Optimization exercise on an open flow, not production practice. RTL: at most simulated, not proved equivalent. Function not checked: runs 1 to 3. Power: default activity.

[config.mk]
export PLATFORM = sky130hd
export DESIGN_NAME = ota_core
export DESIGN_NICKNAME = ota_core
export VERILOG_FILES = /design/flow/design.v
export SDC_FILE = /design/flow/constraint.sdc
export NUM_CORES = 4
export LEC_CHECK = 0
export CAP_MARGIN = 20
export CORE_MARGIN = 2
export CORE_UTILIZATION = 40
export CTS_BUF_LIST = sky130_fd_sc_hd__clkbuf_4
export SLEW_MARGIN = 20
[constraint.sdc]
create_clock -name core_clock -period 10.0 [get_ports {clk}]
set_input_delay 2.0000 -clock core_clock [delete_from_list [all_inputs] [get_ports {clk}]]
set_output_delay 2.0000 -clock core_clock [all_outputs]
set_load 0.01 [all_outputs]
[design.v]
module ota_core (
    input  wire        clk,
    input  wire        rst,
    input  wire        cmd_valid,
    output wire        cmd_ready,
    input  wire [2:0]  cmd_op,
    input  wire [31:0] cmd_arg,
    input  wire        in_valid,
    output wire        in_ready,
    input  wire [7:0]  in_data,
    output reg         rsp_valid,
    output wire [31:0] rsp_data,
    output wire        out_valid,
    output wire [7:0]  out_data,
    output wire        dict_we,
    output wire [10:0] dict_waddr,
    output wire [7:0]  dict_wdata,
    output wire [10:0] dict_raddr,
    input  wire [7:0]  dict_rdata
);
    localparam [31:0] MAGIC_DEFAULT = 32'h45535033;
    localparam [2:0] OP_CFG_MAGIC = 3'd1;
    localparam [2:0] OP_START     = 3'd2;
    localparam [2:0] OP_POLL      = 3'd3;
    localparam [2:0] OP_PROGRESS  = 3'd4;
    localparam [2:0] OP_VERIFY    = 3'd5;
    localparam [2:0] OP_RELEASE   = 3'd6;
    localparam [2:0] ST_IDLE   = 3'd0;
    localparam [2:0] ST_HEADER = 3'd1;
    localparam [2:0] ST_FILE   = 3'd2;
    localparam [2:0] ST_DONE   = 3'd3;    
    localparam [2:0] ST_MAGIC  = 3'd4;
    localparam [2:0] ST_ELEN   = 3'd5;    
    localparam [2:0] ST_EDL    = 3'd6;    
    localparam [2:0] SQ_RINIT = 3'd0;     
    localparam [2:0] SQ_CMD   = 3'd1;     
    localparam [2:0] SQ_EXEC  = 3'd2;     
    localparam [2:0] SQ_VCMP  = 3'd3;     
    localparam [2:0] SQ_INIT  = 3'd4;     
    localparam [2:0] SQ_POLL  = 3'd5;     
    localparam [2:0] SQ_PEND  = 3'd6;     
    localparam [2:0] R_ZERO = 3'd0;
    localparam [2:0] R_ONE  = 3'd1;
    localparam [2:0] R_CFG  = 3'd2;       
    localparam [2:0] R_M8   = 3'd3;
    localparam [2:0] R_M9   = 3'd4;
    localparam [2:0] R_M10  = 3'd5;
    localparam [2:0] R_M11  = 3'd6;
    localparam [2:0] R_WR   = 3'd7;
    localparam [1:0] T_FLAG = 2'd0;
    localparam [1:0] T_COL  = 2'd1;
    localparam [1:0] T_CPW  = 2'd2;
    localparam [1:0] T_CPY  = 2'd3;
    reg [4:0]  ph;
    reg [2:0]  sq;
    reg [2:0]  st;
    reg [2:0]  rk;
    reg [31:0] L, D, M, H, C, W;
    reg        db;           
    reg        wc;           
    reg        zacc;         
    reg        bq;           
    reg        neg;          
    reg [1:0]  c2;           
    reg        wrapf;        
    reg        len_bad;
    reg        mag_bad;
    reg [10:0] wcur;
    reg [14:0] tok;
    reg        tt;           
    reg [3:0]  tc;           
    reg [1:0]  ts;
    reg [3:0]  bcnt;         
    reg        lemit;        
    wire ph0  = (ph == 5'd0);
    wire ph31 = (ph == 5'd31);
    wire active = (st == ST_HEADER) || (st == ST_FILE) || (st == ST_DONE);
    assign cmd_ready = (sq == SQ_CMD) && ph31;
    wire   cmd_fire  = cmd_valid && cmd_ready;
    wire bact = (sq == SQ_POLL) && in_valid && (ph0 || bq);
    assign in_ready = bact && ph31;
    wire bit_l = in_data[ph[2:0]];               
    wire hd   = bact && (st == ST_HEADER);
    wire fd   = bact && (st == ST_FILE);
    wire [4:0] hv  = {tt, tok[3:0]};             
    wire [4:0] hv_n = hv - 5'd1;
    wire win  = (ph[4:3] == ~hv[1:0]);
    wire h_len = hv[4];                          
    wire h_crc = (hv[4:2] == 3'b011);            
    wire h_mag = (hv[4:2] == 3'b010);            
    wire h_cov = !hv[4] && !(hv[3] && hv[2]);    
    wire h_end = (hv == 5'd0);                   
    wire init    = (sq == SQ_INIT);
    wire cpy     = (ts == T_CPY);
    wire emit    = lemit || cpy;
    wire init_hi = (wcur[10:4] == 7'h7F) || (wcur[10:4] == 7'h7E && wcur[3:0] == 4'hF);
    assign dict_we    = init || emit;
    assign dict_waddr = wcur;
    assign dict_raddr = tok[14:4];
    assign dict_wdata = cpy  ? dict_rdata :
                        init ? {2'b00, ~init_hi, 5'b00000} : tok[7:0];
    assign out_valid  = emit;
    assign out_data   = dict_wdata;
    wire wcur_2030 = (wcur == 11'd2030);
    wire ws   = wcur[ph[3:0]];
    wire wk   = (ph == 5'd0) || (ph == 5'd4);
    wire wci  = ph0 ? 1'b0 : wc;
    wire wsum = ws ^ wk ^ wci;
    wire wlo_c = (ws & wk) | (ws & wci) | (wk & wci);
    reg rbit;
    always @* begin
        case (rk)
        R_ZERO: rbit = 1'b0;
        R_ONE:  rbit = ph0;
        R_CFG:  rbit = ph0;
        R_M8:   rbit = (ph >= 5'd3);
        R_M9:   rbit = (ph != 5'd3);
        R_M10:  rbit = (ph != 5'd0) && (ph != 5'd3);
        R_M11:  rbit = (ph != 5'd1) && (ph != 5'd3);
        default: rbit = (ph < 5'd11) ? wsum : W[0];
        endcase
    end
    function [2:0] st_res(input [2:0] s);
        case (s)
        ST_HEADER, ST_FILE: st_res = R_ZERO;
        ST_DONE:  st_res = R_ONE;
        ST_MAGIC: st_res = R_M9;
        ST_ELEN:  st_res = R_M8;
        default:  st_res = R_M11;
        endcase
    endfunction
    wire zin   = ph0 ? 1'b0 : zacc;
    wire l_dec = L[0] ^ ~zin;
    wire dk   = fd ? ph0 :
                h_end ? ((ph == 5'd2) || (ph == 5'd4)) :
                (ph == 5'd3);
    wire dbi  = ph0 ? 1'b0 : db;
    wire d_sub = D[0] ^ dk ^ dbi;
    wire dbo  = (~D[0] & (dk | dbi)) | (dk & dbi);
    wire dwr  = fd || (hd && h_end);
    wire wcarry = (ph == 5'd11) ? wrapf : wc;
    wire w_inc  = W[0] ^ wcarry;
    reg c_tap;
    always @* begin
        case (c2)
        2'd0: c_tap = C[0];
        2'd1: c_tap = C[8];
        2'd2: c_tap = C[16];
        default: c_tap = C[24];
        endcase
    end
    wire crc_rd = fd || (hd && h_cov);
    wire crc_en = crc_rd && (ph[4:3] == c2);
    wire crc_fb = C[0] ^ bit_l;
    wire crc_g  = crc_en & crc_fb;
    localparam [31:0] POLY = 32'hEDB88320;
    wire vmis = ~(c_tap ^ H[0]);                 
    wire       pbit  = in_data[~bcnt[2:0]];     
    wire       parse = fd && !bcnt[3] && (ts == T_FLAG || ts == T_COL);
    wire [2:0] st_pend = (st != ST_FILE) ? st :
                         neg             ? ST_EDL :
                         !(zacc | D[0])  ? ST_DONE : ST_FILE;
    always @(posedge clk) begin
        L <= {L[0], L[31:1]};
        D <= {D[0], D[31:1]};
        M <= {M[0], M[31:1]};
        H <= {H[0], H[31:1]};
        W <= {W[0], W[31:1]};
        C <= {C[0], C[31:1]} ^ ({32{crc_g}} & {1'b0, POLY[30:0]}) ^ {crc_en & bit_l, 31'd0};
        if (rst) begin
            ph        <= 5'd0;
            sq        <= SQ_RINIT;
            st        <= ST_IDLE;
            rsp_valid <= 1'b0;
            ts        <= T_FLAG;
            lemit     <= 1'b0;
            wrapf     <= 1'b0;
            L[31]     <= 1'b0;
        end else begin
            ph        <= ph + 5'd1;
            rsp_valid <= 1'b0;
            lemit     <= 1'b0;
            case (sq)
            SQ_RINIT, SQ_CMD: L[31] <= 1'b0;
            SQ_POLL:          L[31] <= bact ? l_dec : L[0];
            SQ_EXEC:          L[31] <= rbit;
            default: ;
            endcase
            if (cmd_fire)
                L <= {1'b0, L[31:1]} | cmd_arg;    
            if (sq == SQ_RINIT)
                M[31] <= MAGIC_DEFAULT[ph];
            else if (sq == SQ_EXEC && rk == R_CFG)
                M[31] <= L[0];
            if (init)
                D[31] <= L[0];
            else if (dwr)
                D[31] <= d_sub;
            db <= dbo;
            if (init)
                W[31] <= 1'b0;
            else if (ph >= 5'd11)
                W[31] <= w_inc;
            if (ph < 5'd11)
                wc <= wlo_c;
            else
                wc <= wcarry & W[0];
            if (init)
                C[31] <= 1'b1;
            if (hd && h_crc && win)
                H[31] <= bit_l;
            case (sq)
            SQ_POLL: zacc <= zin | L[0];
            SQ_PEND: zacc <= zin | D[0];
            default: zacc <= zin | vmis;
            endcase
            if (hd && h_len) begin
                if (win && (d_sub != bit_l))
                    len_bad <= 1'b1;
                if (ph31 && hv[1:0] == 2'd0 && dbo)
                    len_bad <= 1'b1;
            end
            if (hd && h_mag && win && (M[0] != bit_l))
                mag_bad <= 1'b1;
            if (crc_rd && ph31)
                c2 <= c2 + 2'd1;
            if (ph == 5'd11)
                wrapf <= emit && wcur_2030;
            else if (emit && wcur_2030)
                wrapf <= 1'b1;
            if (dict_we)
                wcur <= wcur + 11'd1;
            if (ph31)
                bcnt <= 4'd0;
            else if (parse)
                bcnt <= bcnt + 4'd1;
            case (ts)
            T_FLAG: if (parse) begin
                tt <= pbit;
                tc <= pbit ? 4'd7 : 4'd14;
                ts <= T_COL;
            end
            T_COL: if (parse) begin
                tok <= {tok[13:0], pbit};
                tc  <= tc - 4'd1;
                if (tc == 4'd0) begin
                    if (tt) begin
                        lemit <= 1'b1;
                        ts    <= T_FLAG;
                    end else begin
                        ts    <= T_CPW;
                    end
                end
            end
            T_CPW: begin
                tok[14:4] <= tok[14:4] + 11'd1;
                ts <= T_CPY;
            end
            default: begin
                tok[14:4] <= tok[14:4] + 11'd1;
                {tt, tok[3:0]} <= hv_n;
                if (hv == 5'b11111)
                    ts <= T_FLAG;
            end
            endcase
            if (hd && ph31)
                {tt, tok[3:0]} <= hv_n;
            if (sq == SQ_POLL && ph0)
                bq <= in_valid;
            case (sq)
            SQ_RINIT: if (ph31) sq <= SQ_CMD;
            SQ_CMD: if (cmd_fire) begin
                sq <= SQ_EXEC;
                rk <= R_M11;
                case (cmd_op)
                OP_CFG_MAGIC: if (!active) rk <= R_CFG;
                OP_START: if (!active) begin
                    sq      <= SQ_INIT;
                    st      <= ST_HEADER;
                    wcur    <= 11'd2031;
                    ts      <= T_FLAG;
                    {tt, tok[3:0]} <= 5'd19;
                    len_bad <= 1'b0;
                    mag_bad <= 1'b0;
                    neg     <= 1'b0;
                    c2      <= 2'd0;
                    wrapf   <= 1'b0;
                end
                OP_POLL: sq <= SQ_POLL;
                OP_PROGRESS: rk <= active ? R_WR : st_res(st);
                OP_VERIFY: begin
                    if (st == ST_DONE)
                        sq <= SQ_VCMP;
                    else if (!active)
                        rk <= st_res(st);
                end
                OP_RELEASE: begin
                    rk <= R_ONE;
                    st <= ST_IDLE;
                end
                default: ;
                endcase
            end
            SQ_EXEC: if (ph31) begin
                sq        <= SQ_CMD;
                rsp_valid <= 1'b1;
            end
            SQ_VCMP: if (ph31) begin
                sq <= SQ_EXEC;
                rk <= (zacc | vmis) ? R_M10 : R_ONE;
            end
            SQ_INIT: if (ph31 && wcur_2030) begin
                sq        <= SQ_CMD;
                rsp_valid <= 1'b1;
            end
            SQ_POLL: if (ph31) begin
                if (hd && h_end) begin
                    neg <= dbo;
                    st  <= len_bad ? ST_ELEN : mag_bad ? ST_MAGIC : ST_FILE;
                end
                if (fd && dbo)
                    neg <= 1'b1;
                if (!(zacc | L[0]))
                    sq <= SQ_PEND;
            end
            default: if (ph31) begin   
                sq <= SQ_EXEC;
                st <= st_pend;
                rk <= st_res(st_pend);
            end
            endcase
        end
    end
    assign rsp_data = L;
endmodule
[run.sh]
#!/bin/bash
# synth_recipe.tcl (not shown) runs the flow's synth.tcl, then flattens the netlist and writes it again
# the make line also repeats each setting of config.mk as NAME=value (left out here)
make -C /OpenROAD-flow-scripts/flow DESIGN_CONFIG=/design/flow/config.mk WORK_HOME=/design/flow/orfs CLKGATE_MAP_FILE= SYNTH_SCRIPT=/design/flow/synth_recipe.tcl finish
==> metrics.csv, run 1 <==
metric,value,unit
status,timing/DRC/antenna clean,
top-area cell type share of the netlist area,44.1,%
Die H,158,um
sequential fraction of the synthesis area,59.1,%
WHS Endpoint,C[14],
area delta synth->final,24.8,%
clock insertion delay at the later pin of the skew report,660,ps
R2R setup slack,6460,ps
Yosys cell types,85,
"area leader, netlist",dfxtp_1,
clock sink count,255,
share of cells above drive strength 1,15.5,%
Max-slew headroom,36.3,%
most common cell in the netlist,dfxtp_1,
Post-synth EDFFs,47,
I/O pins,130,
Fin. Hold Viols,0,
TritonCTS buffer count,66,
Core Box Area,0.0233,mm2
detailed placement HPWL,13.4,mm
initial antenna violation count,1,
final setup violation count,0,
worst-margin pin slew,951,ps
Longest Clk Path Bufs,3,
Pwr Density,176,mW/mm2
total grt overflow,0,
asr flop ratio synth,0,%
GRT Resource Usage Total,16.5,%
WP data arrival,3900,ps
hold_buf cts,0,
maxcap violations,0,
post-route ant nets,0,
HP Start,C[15],
Synthesized Nets,894,
"Avg Cell Area, Syn",11.6,um2
WL per Instance,15.1,um
worst r2r src,ph[0],
first-pass GRT wire length,32.2,mm
Fin Setup TNS,0,ps
row cnt,56,
Tcrit/Tclk final,59.0,%
post-route minimum period,5900,ps
prevailing post-synth register cell,dfxtp_1,
synth top area cells,"dfxtp_1 44%, edfxtp_1 15%, ha_1 2.9%",
vias,6692,
CP Capture Type,primary output,
Post-Syn Instances,815,
"Slew Viols, Final",0,
Synth Cell Area,0.00944,mm2
Hold Path Stages,0,
met3 usage,4.19,%
CTS tree,done,
Starting Density,40.5,%
chip width,158,um
Critical Path Fanout Max,5,
die area,0.0248,mm2
synthesis-stage register bit count,255,
met2 Use GR,26.0,%
static leakage,4.75,nW
busiest grt layer,met2,
Post-Route WL,20.3,mm
1st-pass router iterations,5,
fmax,170,MHz
drt initial violations,359,
Nets,1048,
Worst setup SP type,primary input,
FF-to-FF End,neg,
Critical Path RT,8000,ps
Hold Path Class,flop to flop,
largest net degree at the start of global routing,32,
post-CTS setup buffer count,0,
"Reg clk slew, reported paths",60,ps
Root Driver,clkbuf_4,
GPL Wtd Cong,0.802,
Avg Vias per Cell,4.98,
vias in the first global route,6432,
# DRC,0,
Worst R2R Path Depth,7,
RSZ-0062 raised after global routing,false,
met1 track demand over resource,20.5,%
CTS H-Tree Depth,3,
top post-synthesis cells by count,"208 x dfxtp_1, 58 x nand2_1, 47 x edfxtp_1",
Final Util,50.5,%
post-CTS resize count,0,
Peak VDD IR,0.118,mV
Ys Warns,1,
critical path class,primary input to primary output,
Setup Skew,26.2,ps
IO Port Bufs,129,
## state kept, by name (all words and copies together), names as in the netlist, 5 cells and up
register	flops
tok	15
C	32
M	32
W	32
H	32
ph	5
D	32
wcur	11
L	32
## critical path, cell delays in order
cell and delay, ps:
clkdlybuf4s50_1 560, and4b_2 330, o21ai_1 200, nor2_1 230, clkdlybuf4s50_1 580
## cell type report
cell class / count / area [um2]
Sequential cell: 255 / 5580
Tap cell: 319 / 399
Clock inverter: 22 / 130
Timing Repair Buffer: 133 / 1320
Inverter: 31 / 116
Multi-Input combinational cell: 482 / 3490
Antenna cell: 5 / 12.5
Fill cell: 2157 / 11600
Clock buffer: 98 / 736
## power by group
group           total, W  internal (W)  switching, W
Clock           0.000892      0.000480      0.000411
Combinational  0.0000957     0.0000533     0.0000425
Sequential       0.00109       0.00107     0.0000167
## cells in the final DEF, fill, tap and decap left out, drive strengths merged, types with 7 or more instances in the layout
cell type,instances
dfxtp,208
clkdlybuf4s50,129
clkbuf,98
nand2,58
edfxtp,47
nor2,40
o21ai,39
a21o,35
inv,31
a21oi,30
xnor2,29
ha,22
nor3,22
clkinv,18
a31oi,13
nand3,12
and3,11
xor2,11
mux2i,11
mux2,9
nor2b,8
or3,7
nand4,7
o211ai,7
o22ai,7
o31ai,7
nor3b,7
## layer usage
metal  wire, um  vias to the layer above
li1           -                     3270
met1       8880                     3156
met2       9420                      209
met3       1320                       57
met4        688                        0
met5          0                        -
## how the worst max path moves through the flow
stage          endpoint  startpoint  slack (ps)
4_1_cts        in_ready    in_valid        4090
3_3_place_gp   in_ready    in_valid        4130
2_1_floorplan  in_ready    in_valid        5390
6_report       in_ready    in_valid        4100
5_1_grt        in_ready    in_valid        4030
3_5_place_dp   in_ready    in_valid        4090
## kinds of logic (layout without fill, tap and decap cells)
family	count (synthesis)	count (layout)	synth area share (%)
compound gates	182	182	13.5
mux	24	24	3.33
simple gates	212	212	12.6
xor+xnor	40	40	4.11
other cells	0	5	0
flops	255	255	59.1
buf+inv	78	284	4.06
fa+ha+maj	24	24	3.34
## stage by stage
stage	instances	area (um2)	hold WS, ps	worst slack (ps)	total power (W)
CTS	1340	11800	315	4090	0.00211
floorplan	815	9440	310	5390	0.00116
global placement	1220	10900	310	4130	0.00120
detailed placement	1220	10900	312	4090	0.00120
finish	1345	11800	300	4100	0.00207
global route	1345	11800	315	4030	0.00218
==> inputs of run 2 (changes only) <==
--- a/config.mk
+++ b/config.mk
@@ -7,6 +7,6 @@
 export LEC_CHECK = 0
 export CAP_MARGIN = 20
 export CORE_MARGIN = 2
-export CORE_UTILIZATION = 40
-export CTS_BUF_LIST = sky130_fd_sc_hd__clkbuf_4
+export CORE_UTILIZATION = 65
+export CTS_BUF_LIST = sky130_fd_sc_hd__clkbuf_2 sky130_fd_sc_hd__clkbuf_4
 export SLEW_MARGIN = 20
==> run 2 against run 1 <==
Routed wire length rose by 2.2%. Cell area fell by 2.6%. Die area fell by 38%. Core utilization rose by 29 points. Sequential share of layout area rose by 1.3 points. Sequential cell count did not move. Via count rose by 2.5%. Fmax rose by 0.49%.
==> metrics.csv, run 2 <==
metric,value,unit,change
initial antenna violation count,0,,was 1
CP max stage cell,clkdlybuf4s50_1,,unchanged
CTS tree,done,,unchanged
detailed placement HPWL,13.9,mm,was 13.4 mm
I/O pins,130,,unchanged
IO Port Bufs,129,,unchanged
Hold Path Class,flop to flop,,unchanged
Compound-Gate Fraction of Synth Area,13.5,%,unchanged
Critical Path Fanout Max,5,,unchanged
Post-Syn Instances,815,,unchanged
clock sink count,255,,unchanged
GPL Wtd Cong,0.899,,was 0.802
top-area cell type share of the netlist area,44.1,%,unchanged
WP data arrival,3870,ps,was 3900 ps
largest family of logic cells by synthesized area,compound AO/OA/AOI/OAI gates,,unchanged
Nets,1038,,"was 1,048"
Longest Clk Path Bufs,3,,unchanged
synthesis-stage register bit count,255,,unchanged
vias,6861,,"was 6,692"
WL per Instance,17.4,um,was 15.1 um
RSZ-0062 raised after global routing,false,,unchanged
post-CTS resize count,0,,unchanged
placed cell count,1083,,"was 1,220"
Setup Skew,23.6,ps,was 26.2 ps
R2R setup slack,6340,ps,was 6460 ps
Root Driver,clkbuf_4,,unchanged
sequential fraction of the synthesis area,59.1,%,unchanged
1st-pass router iterations,5,,unchanged
first-pass GRT wire length,33.8,mm,was 32.2 mm
Fin. Hold Viols,0,,unchanged
Ys Warns,1,,unchanged
Post-Route WL,20.8,mm,was 20.3 mm
fmax,170,MHz,about the same
Pwr Density,173,mW/mm2,was 176 mW/mm2
critical path class,primary input to primary output,,unchanged
"Reg clk slew, reported paths",90,ps,was 60 ps
Fin Setup TNS,0,ps,unchanged
Fillers,870,,"was 2,157"
largest net degree at the start of global routing,32,,unchanged
top post-synthesis cells by count,"208 x dfxtp_1, 58 x nand2_1, 47 x edfxtp_1",,unchanged
final setup violation count,0,,unchanged
total grt overflow,0,,unchanged
Synth Area in Adders,3.34,%,unchanged
post-CTS setup buffer count,0,,unchanged
Final Util,79.8,%,was 50.5%
multiplexer area fraction after synthesis,3.33,%,unchanged
Peak VDD IR,0.162,mV,was 0.118 mV
Bufs and invs on worst path,2,,unchanged
Avg Vias per Cell,5.76,,was 4.98
TritonCTS buffer count,58,,was 66
Starting Density,65.7,%,was 40.5%
Worst R2R Path Depth,7,,unchanged
CP top delay family,buffers and inverters,,unchanged
Yosys cell types,85,,unchanged
most frequent cells in the layout,"208 x dfxtp_1, 129 x clkdlybuf4s50_1, 78 x clkbuf_4",,"was 208 x dfxtp_1, 129 x clkdlybuf4s50_1, 98 x clkbuf_4"
post-route ant nets,0,,unchanged
Die H,125,um,was 158 um
chip width,125,um,was 158 um
DP Area,0.0107,mm2,was 0.0109 mm2
CP Capture Type,primary output,,unchanged
"Slew Viols, Final",0,,unchanged
Max-slew headroom,35.3,%,was 36.3%
"Avg Cell Area, Syn",11.6,um2,unchanged
maxcap violations,0,,unchanged
row cnt,44,,was 56
worst-margin pin slew,966,ps,was 951 ps
status,timing/DRC/antenna clean,,unchanged
Hold Path Stages,0,,unchanged
Post-Synth XOR/XNOR Area,4.11,%,unchanged
cells along the critical path,clkdlybuf4s50_1 > and4b_2 > o21ai_1 > nor2_1 > clkdlybuf4s50_1,,unchanged
"commonest non-fill, non-tap cell in the layout",dfxtp_1,,unchanged
synth top area cells,"dfxtp_1 44%, edfxtp_1 15%, ha_1 2.9%",,unchanged
"area leader, netlist",dfxtp_1,,unchanged
static leakage,4.67,nW,was 4.75 nW
most frequent CP cell,clkdlybuf4s50_1,,unchanged
Final Instance Area,0.0115,mm2,was 0.0118 mm2
Setup WS post-layout,4130,ps,was 4100 ps
asr flop ratio synth,0,%,unchanged
Critical Path RT,8000,ps,about the same
area delta synth->final,21.5,%,was 24.8%
most common cell in the netlist,dfxtp_1,,unchanged
Worst setup SP type,primary input,,unchanged
share of cells above drive strength 1,13.4,%,was 15.5%
vias in the first global route,6714,,"was 6,432"
Synth Area in Simple Gates,12.6,%,unchanged
Tcrit/Tclk final,58.7,%,was 59.0%
Core Box Area,0.0144,mm2,was 0.0233 mm2
GRT Resource Usage Total,26.7,%,was 16.5%
Synthesized Nets,894,,unchanged
Post-synth EDFFs,47,,unchanged
max incr delay on CP,570,ps,was 580 ps
instance count on the critical path,5,,unchanged
prevailing post-synth register cell,dfxtp_1,,unchanged
Synth Cell Area,0.00944,mm2,unchanged
hold_buf cts,0,,unchanged
post-route minimum period,5870,ps,was 5900 ps
die area,0.0155,mm2,was 0.0248 mm2
Non-Filler Instances,1191,,"was 1,345"
# DRC,0,,unchanged
clock insertion delay at the later pin of the skew report,670,ps,was 660 ps
CTS H-Tree Depth,2,,was 3
drt initial violations,545,,was 359
# diodes,0,,was 5
pre-CTS setup slack,4150,ps,was 4090 ps
## run 2: cell types whose count changed in the layout (fill, tap and decap cells not counted)
cell	change
inv_2	-1
clkinv_2	+1
buf_4	-2
inv_8	+1
nor2_4	+1
clkinvlp_4	-3
nor2_2	-1
clkinv_1	+9
clkbuf_4	-20
inv_6	+1
diode_2	-5
## run 2: stage by stage
step,total power [W],hold WS (ps)
after floorplan,0.00116,310
after global placement,0.00120,310
after detailed placement,0.00120,312
after CTS,0.00200,301
after global routing,0.00206,286
final,0.00198,315
## run 2: path summary, 6_finish.rpt
check,startpoint,endpoint
setup / recovery,in_valid,in_ready
hold / removal,M[26],M[25]
hold reg to reg,M[26],M[25]
setup reg to reg,ph[0],neg
## run 2: worst register-to-register path, cell delays in order, from the launching register on
cell and delay [ps]:
dfxtp_1 660, ha_1 380, and3_1 190, ha_1 530
nand3_1 320, nor3_2 870, a21oi_1 90, nor4_1 300
## run 2: kinds of logic after synthesis
logic type | after synthesis
and+or+nand+nor | 212
DFF | 255
xor gates and xnor gates | 40
adders and majority gates | 24
buffers and inverters | 78
AOI/OAI and AO/OA | 182
muxes | 24
## run 2: cell type report
type	instances	area [um2]	area share (%)
clock inverter	30	163	1.42
timing repair buffer	131	1310	11.4
clock buffer	78	586	5.10
multi-input combinational	482	3490	30.5
inverter	31	116	1.01
sequential	255	5580	48.6
tap	184	230	2.01
## run 2: layer usage
metal / global-route usage (%) / up-vias / part of all wire [%]
met5: 0 / - / 0
met4: 9.72 / 0 / 2.2
met3: 5.71 / 42 / 7.0
met2: 43.8 / 297 / 49
met1: 35.1 / 3284 / 41
li1: - / 3238 / -
## run 2: power breakdown
group          total (W)  leakage, nW  internal (W)  switching [W]
registers        0.00109         2.15       0.00107      0.0000176
clock network   0.000799        0.440      0.000398       0.000401
logic          0.0000981         2.08     0.0000536      0.0000445
total            0.00198         4.67       0.00152       0.000463
==> inputs of run 3 (changes only) <==
==> flow/run.sh (new file) <==
#!/bin/bash
# Standard ORFS layout, with the port buffers made from the smallest buffer cell.
set -euo pipefail
export BUFFER_PORTS_ARGS="-buffer_cell sky130_fd_sc_hd__buf_1"
bash standard.sh > standard.log 2>&1
==> standard.sh (new file) <==
#!/bin/bash
# synth_recipe.tcl (not shown) runs the flow's synth.tcl, then flattens the netlist and writes it again
# the make line also repeats each setting of config.mk as NAME=value (left out here)
make -C /OpenROAD-flow-scripts/flow DESIGN_CONFIG=/design/flow/config.mk WORK_HOME=/design/flow/orfs CLKGATE_MAP_FILE= SYNTH_SCRIPT=/design/flow/synth_recipe.tcl "${@:-finish}"
removed: run.sh
==> run 3 against run 2 <==
Sequential power about the same. Largest cell class unchanged. Critical endpoint is now cmd_ready. Still clean on timing, DRC and antenna. Hold slack got worse by 6.4 ps. Area after synthesis did not move. Via count shrank 1.2%.
==> metrics.csv, run 3 <==
metric,value,unit,change
Peak VDD IR,0.163,mV,was 0.162 mV
prevailing post-synth register cell,dfxtp_1,,unchanged
Core Box Area,0.0144,mm2,unchanged
static leakage,4.36,nW,was 4.67 nW
"Reg clk slew, reported paths",90,ps,about the same
first-pass GRT wire length,33.5,mm,was 33.8 mm
WP data arrival,3140,ps,was 3870 ps
clock insertion delay at the later pin of the skew report,680,ps,was 670 ps
die area,0.0155,mm2,unchanged
Yosys cell types,85,,unchanged
Hold Path Stages,0,,unchanged
Post-synth EDFFs,47,,unchanged
I/O pins,130,,unchanged
Avg Vias per Cell,5.72,,was 5.76
Ys Warns,1,,unchanged
Critical Path Fanout Max,13,,was 5
Synthesized Nets,894,,unchanged
maxcap violations,0,,unchanged
post-CTS resize count,0,,unchanged
detailed placement HPWL,13.6,mm,was 13.9 mm
"Slew Viols, Final",0,,unchanged
GPL Wtd Cong,0.847,,was 0.899
fmax,194,MHz,was 170 MHz
CP Capture Type,primary output,,unchanged
synthesis-stage register bit count,255,,unchanged
largest net degree at the start of global routing,32,,unchanged
WL per Instance,17.1,um,was 17.4 um
Fin Setup TNS,0,ps,unchanged
area delta synth->final,13.0,%,was 21.5%
Synth Cell Area,0.00944,mm2,unchanged
total grt overflow,0,,unchanged
"Avg Cell Area, Syn",11.6,um2,unchanged
cells along the critical path,ha_1 > and3_1 > ha_1 > inv_1 > nor3_1 > buf_1,,was clkdlybuf4s50_1 > and4b_2 > o21ai_1 > nor2_1 > clkdlybuf4s50_1
drt initial violations,448,,was 545
Fin. Hold Viols,0,,unchanged
Nets,1039,,"was 1,038"
max incr delay on CP,630,ps,was 570 ps
CTS H-Tree Depth,2,,unchanged
CP top delay family,adder cells,,was buffers and inverters
Worst setup SP type,flop,,was primary input
Hold Path Class,flop to flop,,unchanged
CTS tree,done,,unchanged
Max-slew headroom,36.8,%,was 35.3%
IO Port Bufs,129,,unchanged
1st-pass router iterations,5,,unchanged
"area leader, netlist",dfxtp_1,,unchanged
synth top area cells,"dfxtp_1 44%, edfxtp_1 15%, ha_1 2.9%",,unchanged
RSZ-0062 raised after global routing,false,,unchanged
top post-synthesis cells by count,"208 x dfxtp_1, 58 x nand2_1, 47 x edfxtp_1",,unchanged
Starting Density,65.7,%,unchanged
asr flop ratio synth,0,%,unchanged
final setup violation count,0,,unchanged
most common cell in the netlist,dfxtp_1,,unchanged
instance count on the critical path,6,,was 5
Critical Path RT,8000,ps,about the same
Post-Route WL,20.3,mm,was 20.8 mm
Non-Filler Instances,1186,,"was 1,191"
most frequent CP cell,ha_1,,was clkdlybuf4s50_1
# DRC,0,,unchanged
row cnt,44,,unchanged
top-area cell type share of the netlist area,44.1,%,unchanged
Pwr Density,184,mW/mm2,was 173 mW/mm2
sequential fraction of the synthesis area,59.1,%,unchanged
TritonCTS buffer count,58,,unchanged
Setup Skew,35.4,ps,was 23.6 ps
Bufs and invs on worst path,2,,unchanged
CP max stage cell,dfxtp_1,,was clkdlybuf4s50_1
post-CTS setup buffer count,0,,unchanged
Worst R2R Path Depth,7,,unchanged
Root Driver,clkbuf_4,,unchanged
# diodes,0,,unchanged
hold_buf cts,0,,unchanged
Post-Syn Instances,815,,unchanged
"commonest non-fill, non-tap cell in the layout",dfxtp_1,,unchanged
placed cell count,1084,,"was 1,083"
most frequent cells in the layout,"208 x dfxtp_1, 129 x buf_1, 89 x clkbuf_4",,"was 208 x dfxtp_1, 129 x clkdlybuf4s50_1, 78 x clkbuf_4"
critical path class,flop to primary output,,was primary input to primary output
worst-margin pin slew,943,ps,was 966 ps
Longest Clk Path Bufs,3,,unchanged
vias,6782,,"was 6,861"
GRT Resource Usage Total,26.4,%,was 26.7%
status,timing/DRC/antenna clean,,unchanged
initial antenna violation count,0,,unchanged
post-route ant nets,0,,unchanged
share of cells above drive strength 1,14.5,%,was 13.4%
clock sink count,255,,unchanged
post-route minimum period,5140,ps,was 5870 ps
Tcrit/Tclk final,51.4,%,was 58.7%
Die H,125,um,unchanged
vias in the first global route,6812,,"was 6,714"
chip width,125,um,unchanged
[run 3: logic make-up after synthesis]
kind of cell	share of synthesized area (%)
fa+ha+maj	3.34
buf+inv	4.06
simple gates	12.6
flops	59.1
compound gates	13.5
mux	3.33
xor+xnor	4.11
[run 3: worst paths after layout]
| kind | start | end | slack, ps |
|---|---|---|---|
| worst min register to register | M[6] | M[5] | 310 |
| worst min-delay path | M[6] | M[5] | 310 |
| worst max-delay path | ph[0] | cmd_ready | 4860 |
| worst max register to register | ph[0] | neg | 6430 |
[run 3: layout make-up]
cell class                      instances  area, um2
Multi-Input combinational cell        482       3490
Fill cell                            1003       3700
Timing Repair Buffer                  132        507
Tap cell                              184        230
Sequential cell                       255       5580
Clock inverter                         13       75.1
Clock buffer                           89        668
Inverter                               31        116
[run 3: layer usage]
layer | vias up | share of wire, % | GRT usage [%]
li1 | 3234 | - | -
met1 | 3272 | 44 | 34.6
met2 | 247 | 49 | 43.5
met3 | 29 | 5.6 | 5.88
met4 | 0 | 1.6 | 8.99
met5 | - | 0 | 0
[run 3: where the power goes]
group	switching (W)	internal [W]	total, W
Combinational	0.0000435	0.0000349	0.0000784
Clock	0.000387	0.000408	0.000796
Sequential	0.0000173	0.00107	0.00109
[run 3: per-stage QoR]
stage          setup WS, ps  utilization [%]  hold slack [ps]  total power [W]  cell area [um2]
3_3_place_gp           4930             69.0              310          0.00118             9920
4_1_cts                4860             74.2              321          0.00199            10700
3_5_place_dp           4900             69.0              312          0.00119             9920
2_1_floorplan          5390                -              310          0.00116             9440
6_report               4860             74.2              309          0.00196            10700
5_1_grt                4630             74.2              308          0.00205            10700
==> inputs of run 4 (changes only) <==
--- a/design.v
+++ b/design.v
@@ -8,7 +8,7 @@
     input  wire        in_valid,
     output wire        in_ready,
     input  wire [7:0]  in_data,
-    output reg         rsp_valid,
+    output wire        rsp_valid,
     output wire [31:0] rsp_data,
     output wire        out_valid,
     output wire [7:0]  out_data,
@@ -39,6 +39,7 @@
     localparam [2:0] SQ_INIT  = 3'd4;     
     localparam [2:0] SQ_POLL  = 3'd5;     
     localparam [2:0] SQ_PEND  = 3'd6;     
+    localparam [2:0] SQ_RSP   = 3'd7;     
     localparam [2:0] R_ZERO = 3'd0;
     localparam [2:0] R_ONE  = 3'd1;
     localparam [2:0] R_CFG  = 3'd2;       
@@ -68,14 +69,14 @@
     reg [10:0] wcur;
     reg [14:0] tok;
     reg        tt;           
-    reg [3:0]  tc;           
     reg [1:0]  ts;
     reg [3:0]  bcnt;         
     reg        lemit;        
     wire ph0  = (ph == 5'd0);
     wire ph31 = (ph == 5'd31);
     wire active = (st == ST_HEADER) || (st == ST_FILE) || (st == ST_DONE);
-    assign cmd_ready = (sq == SQ_CMD) && ph31;
+    assign cmd_ready = (sq == SQ_CMD || sq == SQ_RSP) && ph31;
+    assign rsp_valid = (sq == SQ_RSP) && ph0;
     wire   cmd_fire  = cmd_valid && cmd_ready;
     wire bact = (sq == SQ_POLL) && in_valid && (ph0 || bq);
     assign in_ready = bact && ph31;
@@ -171,17 +172,15 @@
             ph        <= 5'd0;
             sq        <= SQ_RINIT;
             st        <= ST_IDLE;
-            rsp_valid <= 1'b0;
             ts        <= T_FLAG;
             lemit     <= 1'b0;
             wrapf     <= 1'b0;
             L[31]     <= 1'b0;
         end else begin
             ph        <= ph + 5'd1;
-            rsp_valid <= 1'b0;
             lemit     <= 1'b0;
             case (sq)
-            SQ_RINIT, SQ_CMD: L[31] <= 1'b0;
+            SQ_RINIT, SQ_CMD, SQ_RSP: L[31] <= 1'b0;
             SQ_POLL:          L[31] <= bact ? l_dec : L[0];
             SQ_EXEC:          L[31] <= rbit;
             default: ;
@@ -236,14 +235,13 @@
                 bcnt <= bcnt + 4'd1;
             case (ts)
             T_FLAG: if (parse) begin
-                tt <= pbit;
-                tc <= pbit ? 4'd7 : 4'd14;
-                ts <= T_COL;
+                tt  <= pbit;
+                tok <= 15'd1;
+                ts  <= T_COL;
             end
             T_COL: if (parse) begin
                 tok <= {tok[13:0], pbit};
-                tc  <= tc - 4'd1;
-                if (tc == 4'd0) begin
+                if (tt ? tok[7] : tok[14]) begin
                     if (tt) begin
                         lemit <= 1'b1;
                         ts    <= T_FLAG;
@@ -269,7 +267,7 @@
                 bq <= in_valid;
             case (sq)
             SQ_RINIT: if (ph31) sq <= SQ_CMD;
-            SQ_CMD: if (cmd_fire) begin
+            SQ_CMD, SQ_RSP: if (cmd_fire) begin
                 sq <= SQ_EXEC;
                 rk <= R_M11;
                 case (cmd_op)
@@ -301,18 +299,12 @@
                 default: ;
                 endcase
             end
-            SQ_EXEC: if (ph31) begin
-                sq        <= SQ_CMD;
-                rsp_valid <= 1'b1;
-            end
+            SQ_EXEC: if (ph31) sq <= SQ_RSP;
             SQ_VCMP: if (ph31) begin
                 sq <= SQ_EXEC;
                 rk <= (zacc | vmis) ? R_M10 : R_ONE;
             end
-            SQ_INIT: if (ph31 && wcur_2030) begin
-                sq        <= SQ_CMD;
-                rsp_valid <= 1'b1;
-            end
+            SQ_INIT: if (ph31 && wcur_2030) sq <= SQ_RSP;
             SQ_POLL: if (ph31) begin
                 if (hd && h_end) begin
                     neg <= dbo;
@@ -323,11 +315,12 @@
                 if (!(zacc | L[0]))
                     sq <= SQ_PEND;
             end
-            default: if (ph31) begin   
+            SQ_PEND: if (ph31) begin
                 sq <= SQ_EXEC;
                 st <= st_pend;
                 rk <= st_res(st_pend);
             end
+            default: if (ph31) sq <= SQ_CMD;    
             endcase
         end
     end
--- a/config.mk
+++ b/config.mk
@@ -8,5 +8,7 @@
 export CAP_MARGIN = 20
 export CORE_MARGIN = 2
 export CORE_UTILIZATION = 65
-export CTS_BUF_LIST = sky130_fd_sc_hd__clkbuf_2 sky130_fd_sc_hd__clkbuf_4
+export CTS_BUF_LIST = sky130_fd_sc_hd__clkbuf_16
+export CTS_CLUSTER_DIAMETER = 100
+export CTS_CLUSTER_SIZE = 24
 export SLEW_MARGIN = 20
==> run 4 against run 3 <==
First-iteration DRC count grew 17%. Clock power shrank 24%. Still clean on timing, DRC and antenna. Hold slack gained 6.2 ps. Worst setup slack gained 5.5 ps.
==> metrics.csv, run 4 <==
metric,value,unit,change
die area,0.0151,mm2,was 0.0155 mm2
Nets,974,,"was 1,039"
asr flop ratio synth,0,%,unchanged
area delta synth->final,10.3,%,was 13.0%
Fin Setup TNS,0,ps,unchanged
Max-slew headroom,26.3,%,was 36.8%
Starting Density,66.2,%,was 65.7%
Clk network pwr share,34.8,%,was 40.6%
GRT Resource Usage Total,26.1,%,was 26.4%
Core Box Area,0.0138,mm2,was 0.0144 mm2
Synthesized Nets,874,,was 894
sequential fraction of the synthesis area,59.4,%,was 59.1%
1st-pass router iterations,5,,unchanged
Post-Route WL,19.9,mm,was 20.3 mm
Non-Filler Instances,1083,,"was 1,186"
top post-synthesis cells by count,"207 x dfxtp_1, 62 x nand2_1, 43 x edfxtp_1",,"was 208 x dfxtp_1, 58 x nand2_1, 47 x edfxtp_1"
Hold Path Stages,0,,unchanged
final setup violation count,0,,unchanged
Flop pwr share,60.8,%,was 55.4%
drt initial violations,523,,was 448
Post-Syn Instances,796,,was 815
worst r2r src,ph[0],,unchanged
Peak VDD IR,0.183,mV,was 0.163 mV
Internal Power,0.00137,W,was 0.00151 W
hold_buf cts,0,,unchanged
Ys Warns,1,,unchanged
cells along the critical path,buf_1 > and4b_1 > o21a_1 > and2_1 > buf_1,,was ha_1 > and3_1 > ha_1 > inv_1 > nor3_1 > buf_1
CP max stage cell,and4b_1,,was dfxtp_1
"Reg clk slew, reported paths",90,ps,about the same
maxcap violations,0,,unchanged
"commonest non-fill, non-tap cell in the layout",dfxtp_1,,unchanged
Fillers,978,,"was 1,003"
share of cells above drive strength 1,5.98,%,was 14.5%
Longest Clk Path Bufs,3,,unchanged
Post-synth EDFFs,43,,was 47
top-area cell type share of the netlist area,45.3,%,was 44.1%
combinational fraction of design power,4.4,%,was 4.0%
CTS tree,done,,unchanged
Avg Vias per Cell,5.90,,was 5.72
row cnt,43,,was 44
FF-to-FF End,tok[3],,was neg
vias,6388,,"was 6,782"
Tcrit/Tclk final,51.4,%,about the same
Worst R2R Path Depth,8,,was 7
first-pass GRT wire length,31.0,mm,was 33.5 mm
Fin. Hold Viols,0,,unchanged
most frequent CP cell,buf_1,,was ha_1
worst-margin pin slew,1110,ps,was 943 ps
WP data arrival,3140,ps,about the same
Pwr Density,173,mW/mm2,was 184 mW/mm2
max incr delay on CP,370,ps,was 630 ps
CP Capture Type,primary output,,unchanged
TritonCTS buffer count,14,,was 58
chip width,123,um,was 125 um
Yosys cell types,78,,was 85
most frequent cells in the layout,"207 x dfxtp_1, 129 x buf_1, 62 x nand2_1",,"was 208 x dfxtp_1, 129 x buf_1, 89 x clkbuf_4"
"area leader, netlist",dfxtp_1,,unchanged
post-CTS resize count,0,,unchanged
HP Start,W[8],,was M[6]
IO Port Bufs,129,,unchanged
clock insertion delay at the later pin of the skew report,500,ps,was 680 ps
Synth Cell Area,0.00916,mm2,was 0.00944 mm2
Critical Path Fanout Max,6,,was 13
I/O pins,130,,unchanged
WHS Endpoint,W[7],,was M[5]
largest net degree at the start of global routing,33,,was 32
"Avg Cell Area, Syn",11.5,um2,was 11.6 um2
R2R setup slack,6310,ps,was 6430 ps
# diodes,0,,unchanged
vias in the first global route,6083,,"was 6,812"
synthesis-stage register bit count,250,,was 255
Switch Pwr,0.000376,W,was 0.000448 W
post-route ant nets,0,,unchanged
Switching Fraction,21.5,%,was 22.9%
CTS H-Tree Depth,1,,was 2
initial antenna violation count,0,,unchanged
post-route minimum period,5140,ps,about the same
total grt overflow,0,,unchanged
GPL Wtd Cong,0.930,,was 0.847
CP startpoint,in_valid,,was ph[0]
most common cell in the netlist,dfxtp_1,,unchanged
post-CTS setup buffer count,0,,unchanged
Die H,123,um,was 125 um
synth top area cells,"dfxtp_1 45%, edfxtp_1 14%, a21o_1 3.4%",,"was dfxtp_1 44%, edfxtp_1 15%, ha_1 2.9%"
clock sink count,250,,was 255
"Slew Viols, Final",0,,unchanged
detailed placement HPWL,12.7,mm,was 13.6 mm
critical path class,primary input to primary output,,was flop to primary output
status,timing/DRC/antenna clean,,unchanged
Hold Path Class,flop to flop,,unchanged
RSZ-0062 raised after global routing,false,,unchanged
Worst setup SP type,primary input,,was flop
Setup Skew,36.8,ps,was 35.4 ps
fmax,195,MHz,was 194 MHz
# DRC,0,,unchanged
placed cell count,1060,,"was 1,084"
static leakage,4.11,nW,was 4.36 nW
WL per Instance,18.4,um,was 17.1 um
prevailing post-synth register cell,dfxtp_1,,unchanged
Critical Path RT,8000,ps,about the same
Root Driver,clkbuf_16,,was clkbuf_4
-- run 4: critical path: cells and delay by family --
| family | cells | cell delay [ps] |
|---|---|---|
| buffers and inverters | 2 | 310 |
| AOI/OAI and AO/OA | 1 | 250 |
| and+or+nand+nor | 2 | 590 |
-- run 4: layer usage --
metal,vias up,track usage [%],wire (um)
li1,3018,-,-
met5,-,0,0
met2,249,43.3,9480
met1,3080,35.5,8680
met4,0,7.90,488
met3,41,3.86,1300
-- run 4: power groups by stage --
stage	Combinational (W)	Sequential (W)	Clock [W]
final	0.0000762	0.00106	0.000607
after global routing	0.0000835	0.00106	0.000647
after global placement	0.0000721	0.00108	0
after CTS	0.0000754	0.00106	0.000616
after detailed placement	0.0000742	0.00108	0
after floorplan	0.0000561	0.00107	0
-- run 4: stage by stage --
step / power (W) / worst slack, ps / area [um2] / utilization (%) / hold WS (ps)
global route: 0.00179 / 4800 / 10100 / 73.1 / 328
finish: 0.00174 / 4860 / 10100 / 73.1 / 315
CTS: 0.00175 / 4890 / 10100 / 73.0 / 321
global placement: 0.00115 / 4960 / 9660 / 69.9 / 310
floorplan: 0.00113 / 5260 / 9160 / - / 310
detailed placement: 0.00116 / 4910 / 9660 / 69.9 / 312
-- run 4: worst max-delay path by stage --
stage               endpoint  slack, ps  cells after the start
floorplan           in_ready       5260                      4
global placement    in_ready       4960                      5
detailed placement  in_ready       4910                      5
CTS                 in_ready       4890                      5
global route        in_ready       4800                      5
finish              in_ready       4860                      5
-- run 4: final cells by class --
| class | count | area, um2 | share of cell area (%) |
|---|---|---|---|
| sequential | 250 | 5440 | 53.8 |
| multi-input combinational | 477 | 3410 | 33.8 |
| timing repair buffer | 134 | 522 | 5.16 |
| clock buffer | 16 | 400 | 3.96 |
| tap | 180 | 225 | 2.23 |
| inverter | 19 | 71.3 | 0.706 |
| clock inverter | 7 | 33.8 | 0.334 |
-- run 4: cell families after synthesis --
kind of cell	after synthesis	share of synthesized area (%)
adder cells (fa/ha/maj)	23	3.31
multiplexers	24	3.70
AO/OA/AOI/OAI	186	14.4
XOR/XNOR	40	3.83
AND/OR/NAND/NOR	204	11.9
buffers and inverters	69	3.43
flip-flops	250	59.4
==> inputs of run 5 (changes only) <==
--- a/config.mk
+++ b/config.mk
@@ -8,7 +8,7 @@
 export CAP_MARGIN = 20
 export CORE_MARGIN = 2
 export CORE_UTILIZATION = 65
-export CTS_BUF_LIST = sky130_fd_sc_hd__clkbuf_16
-export CTS_CLUSTER_DIAMETER = 100
-export CTS_CLUSTER_SIZE = 24
+export CTS_BUF_LIST = sky130_fd_sc_hd__clkbuf_8
+export CTS_CLUSTER_DIAMETER = 60
+export CTS_CLUSTER_SIZE = 14
 export SLEW_MARGIN = 20
==> run 5 against run 4 <==
Still clean on timing, DRC and antenna. Largest cell class unchanged. Worst setup slack worse by 6.6 ps. Cell area is 0.66% lower. Total power is 5.0% lower. Fmax is 0.13% lower. Via count is 0.17% lower. Largest power group unchanged.
==> metrics.csv, run 5 <==
metric,value,unit,change
met2 WL post-DR,8.75,mm,was 9.48 mm
Post-Route WL,19.1,mm,was 19.9 mm
Switching Fraction,22.4,%,was 21.5%
Hold Path Stages,0,,unchanged
area delta synth->final,9.61,%,was 10.3%
post-route ant nets,0,,unchanged
post-route minimum period,5150,ps,was 5140 ps
GRT Resource Usage Total,24.7,%,was 26.1%
synthesis-stage register bit count,250,,unchanged
met3 WL,1.28,mm,was 1.30 mm
worst r2r src,ph[0],,unchanged
Ys Warns,1,,unchanged
asr flop ratio synth,0,%,unchanged
HP Start,M[5],,was W[8]
Post-Syn Instances,796,,unchanged
prevailing post-synth register cell,dfxtp_1,,unchanged
clock insertion delay at the later pin of the skew report,550,ps,was 500 ps
drt initial violations,691,,was 523
Die H,123,um,unchanged
post-CTS resize count,0,,unchanged
largest family of logic cells by synthesized area,compound AO/OA/AOI/OAI gates,,unchanged
WHS,308,ps,was 315 ps
clock sink count,250,,unchanged
hold_buf cts,0,,unchanged
"Reg clk slew, reported paths",110,ps,was 90 ps
sequential fraction of the synthesis area,59.4,%,unchanged
worst-margin pin slew,1070,ps,was 1110 ps
post-CTS setup buffer count,0,,unchanged
"Avg Cell Area, Syn",11.5,um2,unchanged
status,timing/DRC/antenna clean,,unchanged
multiplexer area fraction after synthesis,3.70,%,unchanged
Synth Area in Adders,3.31,%,unchanged
Post-Synth XOR/XNOR Area,3.83,%,unchanged
most frequent cells in the layout,"207 x dfxtp_1, 129 x buf_1, 62 x nand2_1",,unchanged
RSZ-0062 raised after global routing,false,,unchanged
CTS H-Tree Depth,1,,unchanged
top-area cell type share of the netlist area,45.3,%,unchanged
IO Port Bufs,129,,unchanged
"area leader, netlist",dfxtp_1,,unchanged
CTS tree,done,,unchanged
static leakage,4.09,nW,was 4.11 nW
WHS Endpoint,M[4],,was W[7]
Fin Setup TNS,0,ps,unchanged
Compound-Gate Fraction of Synth Area,14.4,%,unchanged
Tcrit/Tclk final,51.5,%,was 51.4%
# DRC,0,,unchanged
Critical Path Fanout Max,6,,unchanged
Synthesized Nets,874,,unchanged
M1 WL,8.60,mm,was 8.68 mm
"Slew Viols, Final",0,,unchanged
share of cells above drive strength 1,6.79,%,was 5.98%
vias,6377,,"was 6,388"
row cnt,43,,unchanged
Critical Path RT,8000,ps,about the same
1st-pass router iterations,5,,unchanged
CP Capture Type,primary output,,unchanged
TritonCTS buffer count,22,,was 14
Peak VDD IR,0.158,mV,was 0.183 mV
Flop pwr share,64.0,%,was 60.8%
uppermost routed layer,met4,,unchanged
# diodes,0,,unchanged
WP data arrival,3150,ps,was 3140 ps
synth top area cells,"dfxtp_1 45%, edfxtp_1 14%, a21o_1 3.4%",,unchanged
GPL Wtd Cong,0.930,,unchanged
first-pass GRT wire length,29.6,mm,was 31.0 mm
initial antenna violation count,0,,unchanged
total grt overflow,0,,unchanged
Yosys cell types,78,,unchanged
Pwr Density,165,mW/mm2,was 173 mW/mm2
Worst setup SP type,primary input,,unchanged
Longest Clk Path Bufs,3,,unchanged
Post-synth EDFFs,43,,unchanged
final setup violation count,0,,unchanged
die area,0.0151,mm2,unchanged
Starting Density,66.2,%,unchanged
WL per Instance,17.5,um,was 18.4 um
detailed placement HPWL,12.7,mm,unchanged
Internal Power,0.00129,W,was 0.00137 W
vias in the first global route,5972,,"was 6,083"
fmax,194,MHz,was 195 MHz
Switch Pwr,0.000371,W,was 0.000376 W
critical path class,primary input to primary output,,unchanged
top post-synthesis cells by count,"207 x dfxtp_1, 62 x nand2_1, 43 x edfxtp_1",,unchanged
Clk network pwr share,31.4,%,was 34.8%
largest net degree at the start of global routing,33,,unchanged
Hold Path Class,flop to flop,,unchanged
I/O pins,130,,unchanged
FF-to-FF End,tok[3],,unchanged
Nets,982,,was 974
R2R setup slack,6310,ps,about the same
Core Box Area,0.0138,mm2,unchanged
Avg Vias per Cell,5.83,,was 5.90
combinational fraction of design power,4.6,%,was 4.4%
Max-slew headroom,28.4,%,was 26.3%
maxcap violations,0,,unchanged
Synth Cell Area,0.00916,mm2,unchanged
most common cell in the netlist,dfxtp_1,,unchanged
Setup Skew,30.7,ps,was 36.8 ps
Fin. Hold Viols,0,,unchanged
"commonest non-fill, non-tap cell in the layout",dfxtp_1,,unchanged
Worst R2R Path Depth,8,,unchanged
chip width,123,um,unchanged
Root Driver,clkbuf_8,,was clkbuf_16
Synth Area in Simple Gates,11.9,%,unchanged
[run 5: metal layers]
layer / vias to the layer above / global-route usage [%]
li1: 3042 / -
met1: 3059 / 34.7
met2: 238 / 39.2
met3: 38 / 4.51
met4: 0 / 7.47
met5: - / 0
[run 5: how the worst max path moves through the flow]
stage	startpoint	to	slack [ps]	cells past startpoint
global route	in_valid	in_ready	4810	5
finish	in_valid	in_ready	4850	5
CTS	in_valid	in_ready	4900	5
global placement	in_valid	in_ready	4960	5
detailed placement	in_valid	in_ready	4910	5
floorplan	in_valid	in_ready	5260	4
[run 5: kinds of logic after synthesis]
| family | Yosys count |
|---|---|
| flip-flops | 250 |
| AND/OR/NAND/NOR | 204 |
| AO/OA/AOI/OAI | 186 |
| buffers and inverters | 69 |
| XOR/XNOR | 40 |
| multiplexers | 24 |
| adder cells (fa/ha/maj) | 23 |
[run 5: stage by stage]
step	cell area, um2	util (%)	std cells	setup slack (ps)	total power, W
2_1_floorplan	9160	-	796	5260	0.00113
3_3_place_gp	9660	69.9	1060	4960	0.00115
3_5_place_dp	9660	69.9	1060	4910	0.00116
4_1_cts	10000	72.5	1093	4900	0.00167
5_1_grt	10000	72.6	1093	4810	0.00171
6_report	10000	72.6	1093	4850	0.00166
[run 5: area by class of cell]
class                      instances  area [um2]
clock buffer                      22         303
inverter                          19        71.3
timing repair buffer             134         522
tap                              180         225
fill                             992        3790
sequential                       250        5440
multi-input combinational        477        3410
clock inverter                    11        65.1
[run 5: critical path, cell delays in order]
cell and delay, ps:
buf_1 140, and4b_1 370, o21a_1 250, and2_1 220, buf_1 170
[run 5: power groups by stage]
stage          Combinational (W)  Clock (W)  Sequential (W)
2_1_floorplan          0.0000561          0         0.00107
3_3_place_gp           0.0000721          0         0.00108
3_5_place_dp           0.0000742          0         0.00108
4_1_cts                0.0000752   0.000533         0.00106
5_1_grt                0.0000832   0.000564         0.00106
6_report               0.0000761   0.000520         0.00106
==> inputs of run 6 (changes only) <==
==> flow/run.sh (replaced) <==
#!/bin/bash
# Standard ORFS layout, with the port buffers made from the smallest buffer
# cell and a clock tree without dummy loads.
set -euo pipefail
export BUFFER_PORTS_ARGS="-buffer_cell sky130_fd_sc_hd__buf_1"
export CTS_ARGS="-sink_clustering_enable -repair_clock_nets -dont_use_dummy_load -sink_clustering_size 14 -sink_clustering_max_diameter 60 -buf_list sky130_fd_sc_hd__clkbuf_8"
bash standard.sh > standard.log 2>&1
==> run 6 against run 5 <==
Sequential share of layout area grew 0.35 points. Synthesized cell count is the same. Non-clock buffer count is the same. Sequential power is essentially flat. Routed wire length shrank 0.59%. Fmax grew 0.65%. Area after synthesis is the same.
==> metrics.csv, run 6 <==
metric,value,unit,change
Storage cell area,0.00544,mm2,unchanged
total grt overflow,0,,unchanged
share of cells above drive strength 1,6.54,%,was 6.79%
Avg Vias per Cell,5.82,,was 5.83
Peak VDD IR,0.155,mV,was 0.158 mV
Tcrit/Tclk final,51.1,%,was 51.5%
row cnt,43,,unchanged
drt initial violations,510,,was 691
Hold Path Class,flop to flop,,unchanged
Pwr Density,163,mW/mm2,was 165 mW/mm2
Setup Skew,74.1,ps,was 30.7 ps
static leakage,4.03,nW,was 4.09 nW
status,timing/DRC/antenna clean,,unchanged
CTS H-Tree Depth,1,,unchanged
critical path class,primary input to primary output,,unchanged
initial antenna violation count,0,,unchanged
I/O pins,130,,unchanged
Critical Path Fanout Max,6,,unchanged
Max-slew headroom,28.7,%,was 28.4%
Die H,123,um,unchanged
Non-Filler Instances,1082,,"was 1,093"
post-route ant nets,0,,unchanged
# DRC,0,,unchanged
Synth Cell Area,0.00916,mm2,unchanged
"commonest non-fill, non-tap cell in the layout",dfxtp_1,,unchanged
top post-synthesis cells by count,"207 x dfxtp_1, 62 x nand2_1, 43 x edfxtp_1",,unchanged
Synthesized Nets,874,,unchanged
Post-Route WL,19.0,mm,was 19.1 mm
Longest Clk Path Bufs,3,,unchanged
prevailing post-synth register cell,dfxtp_1,,unchanged
Yosys cell types,78,,unchanged
synth top area cells,"dfxtp_1 45%, edfxtp_1 14%, a21o_1 3.4%",,unchanged
maxcap violations,0,,unchanged
die area,0.0151,mm2,unchanged
1st-pass router iterations,5,,unchanged
placed cell count,1060,,unchanged
Fin. Hold Viols,0,,unchanged
pre-CTS setup slack,4910,ps,unchanged
top-area cell type share of the netlist area,45.3,%,unchanged
Fin Setup TNS,0,ps,unchanged
sequential fraction of the synthesis area,59.4,%,unchanged
WP data arrival,3110,ps,was 3150 ps
asr flop ratio synth,0,%,unchanged
clock sink count,250,,unchanged
most common cell in the netlist,dfxtp_1,,unchanged
Worst setup SP type,primary input,,unchanged
Root Driver,clkbuf_8,,unchanged
post-route minimum period,5110,ps,was 5150 ps
"Slew Viols, Final",0,,unchanged
WL per Instance,17.6,um,was 17.5 um
TritonCTS buffer count,22,,unchanged
Setup WS post-layout,4890,ps,was 4850 ps
post-CTS resize count,0,,unchanged
GRT Resource Usage Total,24.7,%,about the same
Fillers,1005,,was 992
Post-synth EDFFs,43,,unchanged
CTS tree,done,,unchanged
fmax,196,MHz,was 194 MHz
CP Capture Type,primary output,,unchanged
RSZ-0062 raised after global routing,false,,unchanged
largest net degree at the start of global routing,33,,unchanged
vias,6294,,"was 6,377"
area delta synth->final,8.90,%,was 9.61%
"Reg clk slew, reported paths",80,ps,was 110 ps
"Avg Cell Area, Syn",11.5,um2,unchanged
final setup violation count,0,,unchanged
first-pass GRT wire length,29.6,mm,about the same
IO Port Bufs,129,,unchanged
synthesis-stage register bit count,250,,unchanged
Starting Density,66.2,%,unchanged
# diodes,0,,unchanged
Post-Syn Instances,796,,unchanged
vias in the first global route,5952,,"was 5,972"
Critical Path RT,8000,ps,about the same
post-CTS setup buffer count,0,,unchanged
Core Box Area,0.0138,mm2,unchanged
hold_buf cts,0,,unchanged
Ys Warns,1,,unchanged
Nets,982,,unchanged
clock insertion delay at the later pin of the skew report,540,ps,was 550 ps
most frequent cells in the layout,"207 x dfxtp_1, 129 x buf_1, 62 x nand2_1",,unchanged
GPL Wtd Cong,0.930,,unchanged
chip width,123,um,unchanged
worst-margin pin slew,1070,ps,about the same
"area leader, netlist",dfxtp_1,,unchanged
area of the multi-input gates,0.00341,mm2,unchanged
Final Power,0.00162,W,was 0.00166 W
detailed placement HPWL,12.7,mm,unchanged
[run 6: cell types whose count changed in the layout (fill, tap and decap cells not counted)]
cell and delta:
clkinv_8 -1, clkinvlp_4 -1, inv_1 -8, inv_8 -1
[run 6: layout make-up]
cell class / count / area share (%)
Clock buffer: 22 / 3.04
Inverter: 19 / 0.715
Multi-Input combinational cell: 477 / 34.2
Sequential cell: 250 / 54.5
Tap cell: 180 / 2.26
Timing Repair Buffer: 134 / 5.23
[run 6: power breakdown]
group	total, W	leakage (nW)	switching [W]	internal, W
Combinational	0.0000759	1.79	0.0000408	0.0000351
Clock	0.000486	0.158	0.000289	0.000197
Sequential	0.00106	2.09	0.0000178	0.00104
Total	0.00162	4.03	0.000348	0.00127
[run 6: final timing paths]
path	start	to	slack, ps	cells after the start
setup reg to reg	ph[0]	tok[3]	6340	8
setup / recovery	in_valid	in_ready	4890	5
hold / removal	W[22]	W[21]	310	0
hold reg to reg	W[22]	W[21]	310	0
[run 6: metrics by stage]
stage | hold WS, ps | util (%) | instance area, um2
after CTS | 316 | 72.1 | 9970
after floorplan | 310 | - | 9160
after detailed placement | 312 | 69.9 | 9660
after global routing | 320 | 72.1 | 9970
final | 314 | 72.1 | 9970
after global placement | 310 | 69.9 | 9660
[run 6: critical path: stages]
cell and delay (ps):
buf_1 140, and4b_1 370, o21a_1 240, and2_1 200, buf_1 160
[run 6: metal layers]
layer,GRT usage (%),share of wire [%],up-vias
met5,0,0,-
met4,8.05,2.8,0
met3,4.37,6.9,40
met2,39.1,45,230
met1,34.7,45,2995
li1,-,-,3029
[run 6: kinds of logic after synthesis]
kind of cell	share of synthesized area, %
and+or+nand+nor	11.9
muxes	3.70
DFF	59.4
xor gates and xnor gates	3.83
adders and majority gates	3.31
AOI/OAI and AO/OA	14.4
buffers and inverters	3.43
==> inputs of run 7 (changes only) <==
==> flow/run.sh (replaced) <==
#!/bin/bash
# Standard ORFS layout, with the port buffers made from the smallest buffer
# cell and a clock tree without dummy loads.
set -euo pipefail
export BUFFER_PORTS_ARGS="-buffer_cell sky130_fd_sc_hd__buf_1"
export CTS_ARGS="-sink_clustering_enable -repair_clock_nets -dont_use_dummy_load -sink_clustering_size 8 -sink_clustering_max_diameter 40 -buf_list sky130_fd_sc_hd__clkbuf_4"
bash standard.sh > standard.log 2>&1
==> config.mk (replaced) <==
export PLATFORM = sky130hd
export DESIGN_NAME = ota_core
export DESIGN_NICKNAME = ota_core
export VERILOG_FILES = /design/flow/design.v
export SDC_FILE = /design/flow/constraint.sdc
export NUM_CORES = 4
export LEC_CHECK = 0
export ABC_AREA = 1
export CAP_MARGIN = 20
export CORE_MARGIN = 2
export CORE_UTILIZATION = 65
export SLEW_MARGIN = 20
==> run 7 against run 6 <==
Combinational power rose to 3.1 times the previous value. Register-to-register slack is essentially flat. Critical path depth increased by 2. Critical endpoint unchanged. Highest routed layer unchanged.
==> metrics.csv, run 7 <==
metric,value,unit,change
IO Port Bufs,129,,unchanged
GPL Wtd Cong,0.943,,was 0.930
fmax,202,MHz,was 196 MHz
initial antenna violation count,0,,unchanged
maxcap violations,0,,unchanged
vias in the first global route,6309,,"was 5,952"
area delta synth->final,9.52,%,was 8.90%
worst r2r src,ph[0],,unchanged
Starting Density,66.3,%,was 66.2%
CP max stage cell,dfxtp_1,,was and4b_1
Flop pwr share,60.7,%,was 65.4%
Bufs and invs on worst path,3,,was 2
Nets,1170,,was 982
"Avg Cell Area, Syn",9.62,um2,was 11.5 um2
CP Capture Type,primary output,,unchanged
"commonest non-fill, non-tap cell in the layout",dfxtp_1,,unchanged
# diodes,0,,unchanged
max incr delay on CP,750,ps,was 370 ps
Tcrit/Tclk final,49.6,%,was 51.1%
Avg Vias per Cell,5.46,,was 5.82
WHS Endpoint,H[1],,was W[21]
FF-to-FF End,tok[3],,unchanged
cells along the critical path,ha_1 > inv_1 > nor2_1 > ha_1 > inv_1 > nor2_1 > buf_1,,was buf_1 > and4b_1 > o21a_1 > and2_1 > buf_1
RSZ-0062 raised after global routing,false,,unchanged
total grt overflow,0,,unchanged
TritonCTS buffer count,40,,was 22
static leakage,4.29,nW,was 4.03 nW
Critical Path RT,8000,ps,about the same
Post-Synth XOR/XNOR Area,2.87,%,was 3.83%
Worst setup SP type,flop,,was primary input
Synth Area in Simple Gates,15.7,%,was 11.9%
final setup violation count,0,,unchanged
Fin. Hold Viols,0,,unchanged
first-pass GRT wire length,30.2,mm,was 29.6 mm
GRT Resource Usage Total,25.5,%,was 24.7%
drt initial violations,541,,was 510
Post-Syn Instances,949,,was 796
post-route ant nets,0,,unchanged
die area,0.0150,mm2,was 0.0151 mm2
Root Driver,clkbuf_4,,was clkbuf_8
HP Start,H[2],,was W[22]
asr flop ratio synth,0,%,unchanged
WHS,291,ps,was 314 ps
sequential fraction of the synthesis area,59.6,%,was 59.4%
Hold Path Stages,0,,unchanged
most frequent cells in the layout,"207 x dfxtp_1, 156 x nand2_1, 129 x buf_1",,"was 207 x dfxtp_1, 129 x buf_1, 62 x nand2_1"
largest family of logic cells by synthesized area,simple AND/OR/NAND/NOR gates,,was compound AO/OA/AOI/OAI gates
Post-synth EDFFs,43,,unchanged
# DRC,0,,unchanged
Die H,122,um,was 123 um
"Reg clk slew, reported paths",90,ps,was 80 ps
detailed placement HPWL,13.4,mm,was 12.7 mm
critical path class,flop to primary output,,was primary input to primary output
hold_buf cts,0,,unchanged
Post-Route WL,19.0,mm,about the same
multiplexer area fraction after synthesis,0,%,was 3.70%
status,timing/DRC/antenna clean,,unchanged
WL per Instance,15.0,um,was 17.6 um
Core Box Area,0.0138,mm2,about the same
WP data arrival,2960,ps,was 3110 ps
Synth Cell Area,0.00913,mm2,was 0.00916 mm2
Critical Path Fanout Max,21,,was 6
Switching Fraction,27.0,%,was 21.4%
Switch Pwr,0.000498,W,was 0.000348 W
Peak VDD IR,0.142,mV,was 0.155 mV
Longest Clk Path Bufs,3,,unchanged
chip width,122,um,was 123 um
"Slew Viols, Final",0,,unchanged
vias,6934,,"was 6,294"
synth top area cells,"dfxtp_1 45%, edfxtp_1 14%, nand2_1 6.4%",,"was dfxtp_1 45%, edfxtp_1 14%, a21o_1 3.4%"
Max-slew headroom,24.8,%,was 28.7%
R2R setup slack,6350,ps,was 6340 ps
Final Power,0.00184,W,was 0.00162 W
DP Area,0.00969,mm2,was 0.00966 mm2
worst-margin pin slew,1130,ps,was 1070 ps
Internal Power,0.00134,W,was 0.00127 W
largest net degree at the start of global routing,63,,was 33
Ys Warns,1,,unchanged
clock sink count,250,,unchanged
Synth Area in Adders,3.32,%,was 3.31%
Fillers,1075,,"was 1,005"
Worst R2R Path Depth,12,,was 8
1st-pass router iterations,5,,unchanged
CTS H-Tree Depth,2,,was 1
prevailing post-synth register cell,dfxtp_1,,unchanged
post-route minimum period,4960,ps,was 5110 ps
post-CTS setup buffer count,0,,unchanged
post-CTS resize count,0,,unchanged
"area leader, netlist",dfxtp_1,,unchanged
Pwr Density,184,mW/mm2,was 163 mW/mm2
top post-synthesis cells by count,"207 x dfxtp_1, 156 x nand2_1, 102 x inv_1",,"was 207 x dfxtp_1, 62 x nand2_1, 43 x edfxtp_1"
Yosys cell types,43,,was 78
Final Util,72.6,%,was 72.1%
Hold Path Class,flop to flop,,unchanged
Synthesized Nets,1027,,was 874
clock insertion delay at the later pin of the skew report,610,ps,was 540 ps
Compound-Gate Fraction of Synth Area,12.1,%,was 14.4%
Final Instance Area,0.00999,mm2,was 0.00997 mm2
Setup Skew,63.0,ps,was 74.1 ps
CP top delay family,flip-flops,,was simple AND/OR/NAND/NOR gates
combinational fraction of design power,12.7,%,was 4.7%
CTS tree,done,,unchanged
Fin Setup TNS,0,ps,unchanged
most common cell in the netlist,dfxtp_1,,unchanged
top-area cell type share of the netlist area,45.4,%,was 45.3%
row cnt,43,,unchanged
I/O pins,130,,unchanged
share of cells above drive strength 1,9.17,%,was 6.54%
Clk network pwr share,26.6,%,was 30.0%
synthesis-stage register bit count,250,,unchanged
[run 7: changes by cell type after synthesis, sizes merged, moves of 29 or more]
cell	delta
xnor2	-29
nor2	+50
a21o	-41
nand3	+29
nand2	+101
inv	+90
a31o	+31
[run 7: worst max-delay path by stage]
stage / cells past startpoint / end / from
floorplan: 4 / in_ready / in_valid
global placement: 6 / in_ready / in_valid
detailed placement: 6 / in_ready / in_valid
CTS: 7 / in_ready / ph[0]
global route: 8 / dict_wdata[5] / sq[2]
finish: 7 / in_ready / ph[0]
[run 7: per-layer routing]
layer / vias up / part of all wire (%) / global-route usage [%]
li1: 3434 / - / -
met1: 3203 / 46 / 37.2
met2: 251 / 45 / 38.6
met3: 46 / 6.9 / 4.41
met4: 0 / 2.4 / 8.62
met5: - / 0 / 0
[run 7: cells by family (layout without fill, tap and decap cells)]
logic type	after synthesis	count (layout)
fa+ha+maj	23	23
flops	250	250
simple gates	326	326
compound gates	179	179
xor+xnor	29	29
buf+inv	142	283
[run 7: cell type report]
class / instances / area, um2 / share of cell area (%)
Sequential cell: 250 / 5440 / 54.4
Clock buffer: 40 / 300 / 3.00
Timing Repair Buffer: 131 / 499 / 5.00
Inverter: 112 / 420 / 4.21
Multi-Input combinational cell: 557 / 3110 / 31.2
Tap cell: 180 / 225 / 2.25
[run 7: stage by stage]
stage | worst slack, ps | cells
after global routing | 4840 | 1270
final | 5040 | 1270
after CTS | 5030 | 1270
after detailed placement | 5220 | 1230
after floorplan | 5570 | 949
after global placement | 5230 | 1230
[run 7: power groups by stage]
stage               registers, W  clock network [W]  logic [W]
global route             0.00112           0.000545   0.000265
finish                   0.00112           0.000490   0.000234
global placement         0.00114                  0   0.000226
detailed placement       0.00114                  0   0.000230
floorplan                0.00113                  0   0.000172
CTS                      0.00112           0.000506   0.000232
